What follows belongs to an exercise in optimizing a design on an open flow for small area; a production flow would make more cautious choices.
Only simulation tests tie the RTL to the original design; equivalence was not proved.
Power and IR drop assume default switching activity.

--- config.mk ---
export PLATFORM = sky130hd
export DESIGN_NAME = mac2rk_tfm
export DESIGN_NICKNAME = mac2rk_tfm
export VERILOG_FILES = /design/flow/design.v
export SDC_FILE = /design/flow/constraint.sdc
export NUM_CORES = 4
export LEC_CHECK = 0
export CAP_MARGIN = 20
export CORE_MARGIN = 2
export CORE_UTILIZATION = 40
export SLEW_MARGIN = 20
--- constraint.sdc ---
create_clock -name core_clock -period 32.0 [get_ports {clk}]
set_input_delay 6.4000 -clock core_clock [delete_from_list [all_inputs] [get_ports {clk}]]
set_output_delay 6.4000 -clock core_clock [all_outputs]
set_load 0.01 [all_outputs]
--- design.v ---
module mac2rk_tfm (
    input  wire        clk,
    input  wire        rst,             
    input  wire        cmd_valid,
    input  wire [1:0]  cmd,
    output wire        cmd_ready,
    input  wire        cfg_fmt,         
    input  wire [31:0] cfg_src_len,
    input  wire [31:0] cfg_load_addr,
    input  wire [31:0] cfg_baud,
    input  wire [7:0]  src_data,
    output wire        src_pop,
    input  wire        tick,
    output reg  [1:0]  sample_sym,
    output reg  [2:0]  state,
    output reg         ill,
    output wire [3:0]  err_code,
    output reg  [16:0] frame_len,
    output reg  [14:0] half_bit
);
    localparam [2:0] S_IDLE = 3'd0, S_READY = 3'd1, S_PLAYING = 3'd2,
                     S_FINISHED = 3'd3, S_ERROR = 3'd4;
    localparam [1:0] C_NOP = 2'd0, C_BUILD = 2'd1, C_START = 2'd2, C_STOP = 2'd3;
    localparam [1:0] SYM_ZERO = 2'd0, SYM_POS = 2'd1, SYM_NEG = 2'd2;
    localparam [7:0]  SYNC = 8'hE6;
    localparam [14:0] DIVIDEND = 15'd24000;    
    reg  [2:0]  err_q;                          
    assign err_code = {1'b0, err_q};
    reg         fmt_q;
    reg         ins_q;
    reg  [15:0] a_q;         
    reg  [15:0] e_q;         
    reg         busy;
    reg  [3:0]  step;
    reg  [16:0] pos;
    reg  [2:0]  bit_pos;
    reg         phase;
    reg  [14:0] hb_cnt;      
    reg         in_pay;
    reg         in_trl;
    reg         c_lo, c_hi;  
    assign cmd_ready = ~busy;
    wire playing  = (state == S_PLAYING);
    wire cmd_go   = cmd_valid & ~busy;
    wire [2:0] k = pos[2:0];
    wire [7:0] sp_byte = (k == 3'd0) ? SYNC :
                         (k == 3'd1) ? a_q[15:8] :
                         (k == 3'd2) ? a_q[7:0] :
                         (k == 3'd3) ? e_q[15:8] :
                         (k == 3'd4) ? e_q[7:0] : 8'h00;
    wire       pad   = ~in_pay & ~in_trl & ~pos[8];
    wire [7:0] frame_byte = in_pay ? src_data : (pad ? 8'h00 : sp_byte);
    wire       cur_bit = frame_byte[bit_pos];
    wire        hb_end   = (hb_cnt == 15'd1);
    wire        bit_end  = hb_end & ~phase;
    wire        byte_end = bit_end & (bit_pos == 3'd0);
    wire        adv      = tick & playing;
    wire [16:0] pos_inc  = pos + 17'd1;
    wire        at_len   = (pos_inc == frame_len);
    assign src_pop = adv & byte_end & in_pay;
    wire       sb    = src_data[~bit_pos];
    wire       sb_hi = sb & ~at_len;            
    wire       lo_s  = a_q[0] ^ sb ^ c_lo;
    wire       lo_c  = (a_q[0] & sb) | (a_q[0] & c_lo) | (sb & c_lo);
    wire       hi_s  = a_q[8] ^ sb_hi ^ c_hi;
    wire       hi_c  = (a_q[8] & sb_hi) | (a_q[8] & c_hi) | (sb_hi & c_hi);
    wire pre_to_pay = ~in_pay & ~in_trl &
                      (fmt_q ? (pos[8] & (k == 3'd4))
                             : (ins_q ? pos[8] : (pos[7:0] == 8'hFF)));
    wire frame_done = in_trl ? (pos[3] & pos[1]) : (in_pay & ~fmt_q & at_len);
    wire n_big   = (|cfg_src_len[31:17]) | (cfg_src_len[16] & (|cfg_src_len[15:0]));
    wire n_zero  = ~(|cfg_src_len);
    wire [16:0] last_addr = {1'b0, cfg_load_addr[15:0]} + cfg_src_len[16:0] - 17'd1;
    wire a_bad   = (|cfg_load_addr[31:16]) | last_addr[16];
    wire b_bad   = ~(|cfg_baud) | (cfg_baud > 32'd24000);
    wire [2:0] build_err = n_big ? 3'd2 : n_zero ? 3'd1 :
                           (cfg_fmt & a_bad) ? 3'd3 : b_bad ? 3'd4 : 3'd0;
    wire build_ok = (build_err == 3'd0);
    wire build_ins = (src_data != SYNC);
    wire [16:0] build_len = cfg_src_len[16:0] +
                            (cfg_fmt ? 17'd266 : {16'd128, build_ins});
    wire [15:0] div_x   = {hb_cnt, DIVIDEND[4'd14 - step]};
    wire [16:0] div_d   = {1'b0, div_x} - {2'b00, cfg_baud[14:0]};
    wire        div_q   = ~div_d[16];
    wire [14:0] div_r   = div_q ? div_d[14:0] : div_x[14:0];
    wire        div_last = (step == 4'd14);
    always @(posedge clk) begin
        if (rst) begin
            state      <= S_IDLE;
            ill        <= 1'b0;
            err_q      <= 3'd0;
            frame_len  <= 17'd0;
            half_bit   <= 15'd0;
            sample_sym <= SYM_ZERO;
            busy       <= 1'b0;
        end else begin
            if (busy) begin
                step     <= step + 4'd1;
                hb_cnt   <= div_r;
                half_bit <= {half_bit[13:0], div_q};
                if (div_last) begin
                    busy <= 1'b0;
                    if (!build_ok) begin
                        state     <= S_ERROR;
                        err_q     <= build_err;
                        frame_len <= 17'd0;
                        half_bit  <= 15'd0;
                    end else begin
                        state     <= S_READY;
                        err_q     <= 3'd0;
                        frame_len <= build_len;
                        fmt_q     <= cfg_fmt;
                        ins_q     <= build_ins;
                        a_q       <= cfg_load_addr[15:0];
                        e_q       <= last_addr[15:0];
                    end
                end
            end
            if (tick) begin
                if (!playing) begin
                    sample_sym <= SYM_ZERO;
                end else begin
                    sample_sym <= (cur_bit ^ phase) ? SYM_POS : SYM_NEG;
                    if (hb_end) begin
                        hb_cnt <= half_bit;
                        phase  <= ~phase;
                        if (bit_end) begin
                            bit_pos <= bit_pos - 3'd1;
                            if (in_pay) begin
                                a_q[7:0]  <= {lo_s, a_q[7:1]};
                                a_q[15:8] <= {hi_s, a_q[15:9]};
                                c_lo      <= lo_c;
                                c_hi      <= hi_c;
                            end
                            if (bit_pos == 3'd0) begin
                                pos <= pos_inc;
                                if (in_pay) begin
                                    c_lo <= 1'b0;
                                    c_hi <= lo_c;
                                end
                                if (pre_to_pay) begin
                                    in_pay <= 1'b1;
                                    a_q    <= 16'd0;
                                    c_lo   <= 1'b0;
                                    c_hi   <= 1'b0;
                                    if (fmt_q)
                                        pos[3:0] <= 4'd10;       
                                end
                                if (in_pay & fmt_q & at_len) begin
                                    in_pay <= 1'b0;
                                    in_trl <= 1'b1;
                                    pos    <= 17'd6;
                                end
                                if (frame_done)
                                    state <= S_FINISHED;
                            end
                        end
                    end else begin
                        hb_cnt <= hb_cnt - 15'd1;
                    end
                end
            end
            if (cmd_go) begin
                case (cmd)
                    C_NOP: ;
                    C_BUILD: begin
                        if (playing) begin
                            ill   <= 1'b1;
                            err_q <= 3'd7;
                        end else begin
                            busy     <= 1'b1;
                            step     <= 4'd0;
                            hb_cnt   <= 15'd0;
                        end
                    end
                    C_START: begin
                        if (state != S_READY) begin
                            ill   <= 1'b1;
                            err_q <= 3'd7;
                        end else begin
                            state   <= S_PLAYING;
                            pos     <= 17'd0;
                            bit_pos <= 3'd7;
                            phase   <= 1'b1;
                            hb_cnt  <= half_bit;
                            in_pay  <= 1'b0;
                            in_trl  <= 1'b0;
                        end
                    end
                    C_STOP: begin
                        state     <= S_IDLE;
                        ill       <= 1'b0;
                        err_q     <= 3'd0;
                        frame_len <= 17'd0;
                        half_bit  <= 15'd0;
                    end
                endcase
            end
        end
    end
endmodule
--- run.sh ---
#!/bin/bash
# synth_recipe.tcl (not shown) runs the flow's synth.tcl, then flattens the netlist and writes it again
# the make line also repeats each setting of config.mk as NAME=value (left out here)
make -C /OpenROAD-flow-scripts/flow DESIGN_CONFIG=/design/flow/config.mk WORK_HOME=/design/flow/orfs CLKGATE_MAP_FILE= SYNTH_SCRIPT=/design/flow/synth_recipe.tcl finish
==> results.txt <==
detailed placer's ending HPWL=21900 µm; biggest fanout along the worst timing path=7; fin crit share=46.4%; number of unique standard cell types used by synthesis=87; wire length of the first global-routing pass=45000 µm; final setup violation count=0; type of the tightest min-delay check=reg2reg; routed vias=8748; share of layout cells above drive strength 1=5.11%; area overhead of the layout relative to synthesis=25.0%; number of violations reported at the end of detailed-routing iteration 0=637; global-route congestion overflow total=0; post-layout net count=1445; crit-path cells=clkdlybuf4s50_1, nand2_1, nor4_1, clkdlybuf4s50_1; clock tree from TritonCTS=done; cell taking the most area after synthesis=edfxtp_1; Seq/Total Area, Yosys=33.0%; Setup CP Type=in2out; Diodes inserted=0; cell count after synthesis=1116; setup repair bufs after CTS=0; cts hold-fix bufs=0; area of the mapped netlist=0.00964 mm²; most used cell, CP=clkdlybuf4s50_1; initial core utilization=40.9%; number of fill cells in the layout=2309; end-of-flow core utilization=51.2%; core area=0.0235 mm²; #FFs+latches synth=120; vias in the first global route=8217; first-pass detailed-route iteration total=6; per-cell routed wire length=17.7 µm; top flip-flop cell by instance count after synthesis=edfxtp_1; gate family responsible for the most delay along the worst path=buffers and inverters; endpoint required time on the critical path=25600 ps; post-route standard cell area excluding fillers=0.0121 mm²; worst-case setup margin in the final layout=17160 ps; count of port buffers added during placement=153; FF+latch area=0.00318 mm²; setup repair after global routing missed its margin=false; most common cell in the netlist=nor2_1; Multi-input gate area=0.00589 mm²; top cells by count, synth=nor2_1, inv_1, nand2_1; number of enable flip-flop cells after synthesis=78; Root Buffer Master=clkbuf_16; Synthesis Warnings=1; Detailed Route WL=28100 µm; placement row count=56; post-CTS clock slew at the launch and capture registers of the worst setup and hold paths=60 ps; Rel. slew slack=25.6%; upper clock frequency limit=67.4 MHz; number of maximum-capacitance violations=0; Clock Skews=10.9 ps; CTS H-tree depth=4; clock latency on the worst-skew pair=430 ps; Via-to-Cell Ratio=5.49; Cell Pwr Density=40.1 mW/mm²; DP Worst Slack=17230 ps; number of antenna violations at the first check in global routing=0; area enclosed by the die boundary=0.0254 mm²; critical path arrival=8440 ps; Crit path buffers/inverters=2; total of cells resized after clock tree synthesis=0; number of buffers inserted during clock tree synthesis=17; Slowest-stage cell, CP=clkdlybuf4s50_1; Sum Neg Setup Slack=0 ps; clock tree buffer depth=2; horizontal extent of the die=159 µm; antenna violation net count after detailed routing=0; Synth top area share=24.3%; DRC violations left=0; mean instance size in the synthesized netlist=8.64 µm²; VDD IR max=27.1 µV; final weighted congestion in routability-driven placement=0.850; worst-margin pin slew=1110 ps; number of primary I/O pins=155; final hold violation count=0; capturing element type of the critical path=output port; outcome=no timing/DRC/antenna violations; y dimension of the die=159 µm; final number of max-transition violations=0; clk sink count=120; global-route usage over all layers=22.1%; largest net degree at the start of global routing=66; FFs w/ async S/R, synth=0%; worst stage delay on the critical path=650 ps; leakage power=4.57 nW; minimum clock period=14840 ps; Post-Syn Nets=1301; startpoint class of the critical path=input port; cells taking the most area after synthesis=edfxtp_1, ha_1, dfxtp_1; DP Area=0.0115 mm²
[worst reg2reg max path: cells and delay by family (launching register included)]
kind,cells,cell delay (ps)
DFF,1,500
AOI/OAI and AO/OA,6,1830
and+or+nand+nor,2,210
xor gates and xnor gates,1,220
buffers and inverters,1,60
muxes,1,410
adders and majority gates,3,900
[final timing paths]
| path | from | end | slack [ps] | depth (start not counted) |
|---|---|---|---|---|
| max | tick | src_pop | 17160 | 4 |
| min | sample_sym[0] | sample_sym[0] | 480 | 2 |
| max reg2reg | step[1] | hb_cnt[0] | 27720 | 14 |
| min reg2reg | sample_sym[0] | sample_sym[0] | 480 | 2 |
[flip-flops by register name, summed over array words and instances (netlist names), named ones only]
| register | count |
|---|---|
| a_q | 16 |
| bit_pos | 3 |
| busy | 1 |
| c_hi | 1 |
| e_q | 16 |
| err_q | 3 |
| fmt_q | 1 |
| frame_len | 17 |
| half_bit | 15 |
| hb_cnt | 15 |
| ill | 1 |
| in_pay | 1 |
| in_trl | 1 |
| ins_q | 1 |
| phase | 1 |
| pos | 17 |
| sample_sym | 2 |
| state | 3 |
| step | 4 |
[power breakdown]
part	total (mW)	switching, mW	internal [mW]
registers	0.183	0.00906	0.174
logic	0.111	0.0583	0.0532
clock network	0.189	0.0804	0.108
[cells in the final DEF (no fill, tap or decap), types with 5 or more instances in the layout]
cell type / count
clkdlybuf4s50_1: 153
nor2_1: 130
inv_1: 107
nand2_1: 95
edfxtp_1: 78
ha_1: 69
xnor2_1: 60
a21oi_1: 47
o21ai_0: 47
mux2i_1: 47
dfxtp_1: 42
nand3_1: 30
nor4_1: 28
nor3_1: 26
xor2_1: 21
a22oi_1: 19
o21ai_1: 18
clkbuf_16: 17
a21o_1: 15
nand4_1: 15
o211ai_1: 14
nor2b_1: 13
and3_1: 10
a221oi_1: 10
o21a_1: 9
a211oi_1: 8
a31oi_1: 8
buf_4: 7
o31ai_1: 5
fa_1: 5
clkinvlp_4: 5
inv_6: 5
[layer usage]
metal	vias to the layer above	share of wire [%]	global-route usage, %
met5	-	0	0
met4	0	1.5	5.41
met3	30	5.4	3.72
met2	235	45	34.3
met1	4138	48	32.0
li1	4345	-	-
[final cells by class]
| type | instances | area share, % |
|---|---|---|
| clock buffer | 17 | 3.53 |
| clock inverter | 15 | 1.19 |
| inverter | 109 | 3.39 |
| multi-input combinational | 851 | 48.9 |
| sequential | 120 | 26.4 |
| tap | 319 | 3.31 |
| timing repair buffer | 161 | 13.3 |
[cell families (layout without fill, tap and decap cells)]
family,count (synthesis),after routing,synth area share [%]
muxes,55,55,6.32
xor gates and xnor gates,81,81,7.36
DFF,120,120,33.0
other,1,1,0.0389
and+or+nand+nor,389,389,19.6
adders and majority gates,74,74,9.99
buffers and inverters,145,302,5.91
AOI/OAI and AO/OA,251,251,17.8
[stage by stage]
| step | instances | power (mW) | hold slack (ps) |
|---|---|---|---|
| 2_1_floorplan | 1116 | 0.259 | 497 |
| 3_3_place_gp | 1559 | 0.296 | 479 |
| 3_5_place_dp | 1559 | 0.297 | 471 |
| 4_1_cts | 1591 | 0.486 | 481 |
| 5_1_grt | 1592 | 0.507 | 510 |
| 6_report | 1592 | 0.483 | 480 |

re-timing with driven ports:
Ports are ideal in the flow. The routed layout listed here was re-timed in OpenROAD. Step 1 (the two cells are an assumption about what drives the block):
set clk [get_ports {clk}]
set_driving_cell -lib_cell sky130_fd_sc_hd__clkbuf_16 $clk
set_driving_cell -lib_cell sky130_fd_sc_hd__buf_2 [delete_from_list [all_inputs] $clk]
Step 2, shift: input delay + t, output delay - t, t = (earliest + latest rising clock arrival at the registers) / 2. This alone moves slack from input paths to output paths. Three values: ideal ports, drivers, drivers and shift; two values: the first two.
t (ns): 0.472
setup slack, ns: 17.159 / 17.129 / 17.129
hold WS [ns]: 0.480 / 0.480 / 0.480
worst setup path at the end: input to output
slew at the worst register clock pin (ns): 0.07 / 0.07
After both steps setup and hold are still met in this run. The setup slack of this run moves by -0.030 ns with the drivers and by -0.030 ns with both steps.
